Context: an optimization exercise on an open-source flow, tuned for small area. The choices shown serve that exercise and are no tape-out recipe. The RTL was checked by simulation tests, not by an equivalence proof against the original design.

==> delta <==
==> flow/design.v <==
module irdec (
    input  wire        clk,
    input  wire        rst,
    input  wire        ir_in,
    output reg         act_valid,
    output reg  [2:0]  act_op,
    output reg  [15:0] act_duty,
    output reg         note_valid,
    output reg  [3:0]  note_action,
    output reg  [7:0]  note_code,
    output reg         dec_valid,
    output reg         dec_ok,
    output reg  [7:0]  dec_code
);
    localparam [1:0] M_EDGE  = 2'd0;
    localparam [1:0] M_LS    = 2'd1;
    localparam [1:0] M_BLOW  = 2'd2;
    localparam [1:0] M_BHIGH = 2'd3;
    localparam [17:0] GAP_START = 18'd262144 - 18'd1000;
    reg [1:0]  mode;
    reg [17:0] e;
    reg [7:0]  ring;     
    reg [3:0]  sidx;     
    reg [9:0]  idle;
    wire in_gap = (mode == M_EDGE) && e[17] && e[16];
    wire space  = e[17];
    reg target;
    reg tmo;
    always @(*) begin
        case (mode)
            M_EDGE:  begin target = 1'b0; tmo = !in_gap && &{e[17], e[14], e[11], e[8:4], e[0]}; end  
            M_LS:    begin
                target = !space;
                tmo = space ? &{e[12:11], e[9:8], e[6], e[4:3], e[0]}    
                            : &{e[13], e[11:9], e[7:5], e[0]};            
            end
            M_BLOW:  begin target = 1'b1; tmo = &{e[9:5], e[3], e[0]}; end  
            default: begin target = 1'b0; tmo = &{e[11], e[8:6], e[2], e[0]}; end  
        endcase
    end
    wire seen = !in_gap && !tmo && (ir_in == target);
    wire [11:0] eb   = e[11:0];
    wire [4:0] bit_idx = e[17:13];
    wire sum_ok      = e[12];
    wire bit_val     = (eb > 12'd1200);
    wire bit_short   = (eb < 12'd200);
    wire lead_bad    = (e[13:0] < 14'd8000) || (e[13:0] > 14'd10000);
    wire space_bad   = (e[12:0] < 13'd3500) || (e[12:0] > 13'd5000);
    wire last_bit    = (bit_idx == 5'd31);
    wire mism        = bit_idx[3] && (bit_val == ring[0]);
    wire [7:0] cmd   = {ring[0], ring[7:1]};
    reg attempt_end;
    reg attempt_ok;
    always @(*) begin
        attempt_end = tmo;
        attempt_ok  = 1'b0;
        if (seen) begin
            case (mode)
                M_LS:    attempt_end = space ? space_bad : lead_bad;
                M_BHIGH: begin
                    attempt_end = bit_short || last_bit;
                    attempt_ok  = !bit_short && last_bit && sum_ok && !mism;
                end
                default: ;
            endcase
        end
    end
    wire force_stop = attempt_end && !attempt_ok && (idle[9] && idle[8] && idle[5]);  
    wire c_fwd = (cmd == 8'h18);
    wire c_lft = (cmd == 8'h08);
    wire c_stp = (cmd == 8'h1C);
    wire c_rgt = (cmd == 8'h5A);
    wire c_bwd = (cmd == 8'h52);
    wire c_rst = (cmd == 8'h09);
    wire c_inc = (cmd == 8'h15);
    wire c_dec = (cmd == 8'h07);
    wire [15:0] speed =
        ({16{(sidx == 4'd0)}} & 16'd3) |
        ({16{(sidx == 4'd1)}} & 16'd6556) |
        ({16{(sidx == 4'd2)}} & 16'd13109) |
        ({16{(sidx == 4'd3)}} & 16'd19662) |
        ({16{(sidx == 4'd4)}} & 16'd26215) |
        ({16{(sidx == 4'd5)}} & 16'd32768) |
        ({16{(sidx == 4'd6)}} & 16'd39321) |
        ({16{(sidx == 4'd7)}} & 16'd45874) |
        ({16{(sidx == 4'd8)}} & 16'd52427) |
        ({16{(sidx == 4'd9)}} & 16'd58980) |
        ({16{(sidx[3] && sidx[1])}} & 16'd65533);
    always @(*) begin
        act_valid   = 1'b0;
        act_op      = 3'd0;
        act_duty    = 16'd0;
        note_valid  = 1'b0;
        note_action = 4'd0;
        note_code   = 8'd0;
        dec_valid   = 1'b0;
        dec_ok      = 1'b0;
        dec_code    = 8'd0;
        if (!rst && attempt_end) begin
            dec_valid = 1'b1;
            if (attempt_ok) begin
                dec_ok     = 1'b1;
                dec_code   = cmd;
                note_valid = 1'b1;
                note_code  = cmd;
                if (c_fwd)      begin note_action = 4'd0; act_valid = 1'b1; act_op = 3'd1; act_duty = speed;      end
                else if (c_lft) begin note_action = 4'd1; act_valid = 1'b1; act_op = 3'd3; act_duty = 16'd13107; end
                else if (c_stp) begin note_action = 4'd2; act_valid = 1'b1; act_op = 3'd0;                       end
                else if (c_rgt) begin note_action = 4'd3; act_valid = 1'b1; act_op = 3'd4; act_duty = 16'd13107; end
                else if (c_bwd) begin note_action = 4'd4; act_valid = 1'b1; act_op = 3'd2; act_duty = speed;      end
                else if (c_rst) note_action = 4'd5;
                else if (c_inc) note_action = 4'd6;
                else if (c_dec) note_action = 4'd7;
                else            note_action = 4'd8;
            end else if (force_stop) begin
                act_valid = 1'b1;
            end
        end
    end
    always @(posedge clk) begin
        if (rst) begin
            mode <= M_EDGE;
            e    <= 18'd0;
            sidx <= 4'd5;
            idle <= 10'd0;
        end else if (attempt_end) begin
            mode <= M_EDGE;
            if (attempt_ok) begin
                e    <= 18'd0;
                idle <= 10'd0;
                if (c_rst) sidx <= 4'd5;
                else if (c_inc && sidx != 4'd10) sidx <= sidx + 4'd1;
                else if (c_dec && sidx != 4'd0)  sidx <= sidx - 4'd1;
            end else if (force_stop) begin
                e    <= 18'd0;
                idle <= 10'd0;
            end else begin
                e    <= GAP_START;
                idle <= idle + 10'd1;
            end
        end else if (seen) begin
            case (mode)
                M_EDGE:  begin mode <= M_LS; e <= 18'd1; end
                M_LS:    begin
                    if (space) begin
                        mode <= M_BLOW;
                        e    <= {5'd0, 1'b1, 12'd1};
                    end else begin
                        e    <= {1'b1, 17'd1};
                    end
                end
                M_BLOW:  begin mode <= M_BHIGH; e <= {e[17:12], 12'd1}; end
                default: begin
                    mode <= M_BLOW;
                    e    <= {bit_idx + 5'd1, sum_ok && !mism, 12'd1};
                    ring <= {bit_val ^ bit_idx[3], ring[7:1]};
                end
            endcase
        end else begin
            e <= e + 18'd1;
        end
    end
endmodule
==> flow/flow/run.sh <==
#!/bin/bash
# Own layout flow: the standard synthesis, a re-mapping of its
# combinational logic for area (registers untouched), then the standard
# ORFS steps with small port buffers and a single-level clock tree.
set -euo pipefail
W=$PWD
R=$W/orfs/results/$FLOW_PLATFORM/irdec/base
LIB=$FLOW_HOME/platforms/$FLOW_PLATFORM/lib/sky130_fd_sc_hd__tt_025C_1v80.lib
YOSYS=$(command -v yosys || echo $FLOW_HOME/../tools/install/yosys/bin/yosys)

# 1. standard synthesis
bash standard.sh "$R/1_2_yosys.v" > $W/log_1_std_synth.log 2>&1
cp "$R/1_2_yosys.v" $W/std_synth.v

# 2. re-map the combinational logic, keeping every register instance
bash flow/reopt.sh $W/std_synth.v $W/reopt.v "$LIB" "$YOSYS" > $W/log_2_reopt.log 2>&1
cp $W/reopt.v "$R/1_2_yosys.v"
touch "$R/1_2_yosys.v"

# 3. the rest of the standard flow
bash standard.sh \
  "BUFFER_PORTS_ARGS=-buffer_cell sky130_fd_sc_hd__buf_1" \
  "CTS_ARGS=$(cat flow/cts_args.txt)" \
  finish > $W/log_3_std_finish.log 2>&1
test -f $W/out/final.def
==> flow/flow/abc_scripts.txt <==
strash; &get -n; &fraig -x; &put; dc2; strash; &get -n; &dch -f; &nf -R 1000; &put; topo
strash; &get -n; &deepsyn -T 30; &put; &get -n; &dch -f; &nf -R 1000; &put; topo
strash; &get -n; &deepsyn -T 60 -S 7; &put; dch -f; amap; topo
==> flow/flow/cts_args.txt <==
-sink_clustering_enable -repair_clock_nets -dont_use_dummy_load -buf_list sky130_fd_sc_hd__clkbuf_8
==> flow/flow/reopt.sh <==
#!/bin/bash
# usage: reopt.sh in.v out.v lib yosys
# Re-maps the combinational cells of a mapped netlist with several ABC
# scripts and keeps the smallest result. Register instances are kept as they
# are (names and cell types).
set -euo pipefail
IN=$1; OUT=$2; LIB=$3; YOSYS=$4
D=$(dirname $OUT)/reopt_work; rm -rf $D; mkdir -p $D
DU="-dont_use *lpflow* -dont_use *probe*"
i=0
while IFS= read -r scr; do
  [[ -z "$scr" || "$scr" == \#* ]] && continue
  i=$((i+1))
  printf '%s\n' "$scr" | tr ';' '\n' > $D/s$i.abc
  cat > $D/r$i.ys <<EOY
read_liberty -ignore_miss_func $LIB
read_verilog -sv $IN
hierarchy -top $FLOW_TOP
setattr -mod -set keep_hierarchy 1 t:*df* %m
EOY
  # keep every sequential cell type as a submodule
  for c in $(grep -oE 'sky130_fd_sc_hd__[a-z]*df[a-z0-9_]*' $IN | sort -u); do
    echo "setattr -mod -set keep_hierarchy 1 $c" >> $D/r$i.ys
  done
  cat >> $D/r$i.ys <<EOY
flatten
opt -purge
abc -script $D/s$i.abc -liberty $LIB $DU
opt_clean -purge
setundef -zero
splitnets
opt_clean -purge
hilomap -singleton -hicell sky130_fd_sc_hd__conb_1 HI -locell sky130_fd_sc_hd__conb_1 LO
insbuf -buf sky130_fd_sc_hd__buf_4 A X
select -assert-none $FLOW_TOP/t:\$*
select $FLOW_TOP
tee -o $D/stat$i.txt stat -liberty $LIB
write_verilog -noattr -noexpr -nohex -nodec -selected $D/out$i.v
EOY
  if timeout 600 $YOSYS -q $D/r$i.ys > $D/y$i.log 2>&1; then
    a=$(grep 'Chip area' $D/stat$i.txt | awk '{print $NF}')
    echo "script $i area $a: $scr"
    echo "$a $i" >> $D/areas.txt
  else
    echo "script $i failed: $scr"
  fi
done < $(dirname $0)/abc_scripts.txt
best=$(sort -g $D/areas.txt | head -1 | awk '{print $2}')
echo "best: script $best"
cp $D/out$best.v $OUT
==> flow/standard.sh <==
#!/bin/bash
# synth_recipe.tcl (not shown) runs the flow's synth.tcl, then flattens the netlist and writes it again
# the make line also repeats each setting of config.mk as NAME=value (left out here)
make -C /OpenROAD-flow-scripts/flow DESIGN_CONFIG=/design/flow/config.mk WORK_HOME=/design/flow/orfs CLKGATE_MAP_FILE= SYNTH_SCRIPT=/design/flow/synth_recipe.tcl "${@:-finish}"
==> flow/config.mk <==
export PLATFORM = sky130hd
export DESIGN_NAME = irdec
export DESIGN_NICKNAME = irdec
export VERILOG_FILES = /design/flow/design.v
export SDC_FILE = /design/flow/constraint.sdc
export NUM_CORES = 4
export LEC_CHECK = 0
export CAP_MARGIN = 20
export CORE_MARGIN = 2
export CORE_UTILIZATION = 40
export SLEW_MARGIN = 20
==> flow/constraint.sdc <==
create_clock -name core_clock -period 15.0 [get_ports {clk}]
set_input_delay 3.0000 -clock core_clock [delete_from_list [all_inputs] [get_ports {clk}]]
set_output_delay 3.0000 -clock core_clock [all_outputs]
set_load 0.01 [all_outputs]
==> inputs of fjord, as changes to delta <==
==> flow/run.sh (new file) <==
#!/bin/bash
# synth_recipe.tcl (not shown) runs the flow's synth.tcl, then flattens the netlist and writes it again
# the make line also repeats each setting of config.mk as NAME=value (left out here)
make -C /OpenROAD-flow-scripts/flow DESIGN_CONFIG=/design/flow/config.mk WORK_HOME=/design/flow/orfs CLKGATE_MAP_FILE= SYNTH_SCRIPT=/design/flow/synth_recipe.tcl finish
removed: flow/flow/run.sh
removed: flow/flow/abc_scripts.txt
removed: flow/flow/cts_args.txt
removed: flow/flow/reopt.sh
removed: flow/standard.sh
==> run notes <==
quantity	delta	fjord
Mean Syn Cell Area	7.164 µm²	7.768 µm²
Hold worst-path end	idle[0]	e[0]
Horizontal die dimension	81.46 µm	95.49 µm
Detailed route wirelength on metal3	336 µm	421 µm
Outcome	finished clean	finished clean
Post-DP Area	2535 µm²	3681 µm²
Reg-to-reg endpoint	idle[8]	ring[7]
Placed Instances	438	539
Biggest cell delay along the critical path	360 ps	540 ps
Global routing usage on met3	3.956%	3.241%
Clk tree area frac	2.643%	2.162%
Detailed Routing Iterations Pass 1	4	5
Global placement routability congestion	0.9180	0.9176
NumNets Final	373	459

## port drivers added, routing unchanged
The results above use ideal ports. As a check the final layouts listed here were re-extracted and re-timed, cells and wires unchanged. Step 1 (the two cells are an assumption about what drives the block):
set clk [get_ports {clk}]
set_driving_cell -lib_cell sky130_fd_sc_hd__clkbuf_16 $clk
set_driving_cell -lib_cell sky130_fd_sc_hd__buf_2 [delete_from_list [all_inputs] $clk]
Step 2 moves the port delays by t, midway between the first and last clock arrival at a register: inputs arrive t later, outputs are due t later. That takes back most of the time a late clock gives input paths. Three values: ideal, step 1, step 2; two values: the first two.
| run | t, ns | setup slack, ns | pins driven straight from the clock port |
|---|---|---|---|
| delta | 0.313 | 5.831 / 5.799 / 5.799 | 1 |
| fjord | 0.318 | 5.895 / 5.874 / 5.874 | 1 |
After both steps setup and hold are still met in every run listed. The setup slack of delta, which loses most, moves by -0.032 ns with the drivers and by -0.032 ns with both steps.
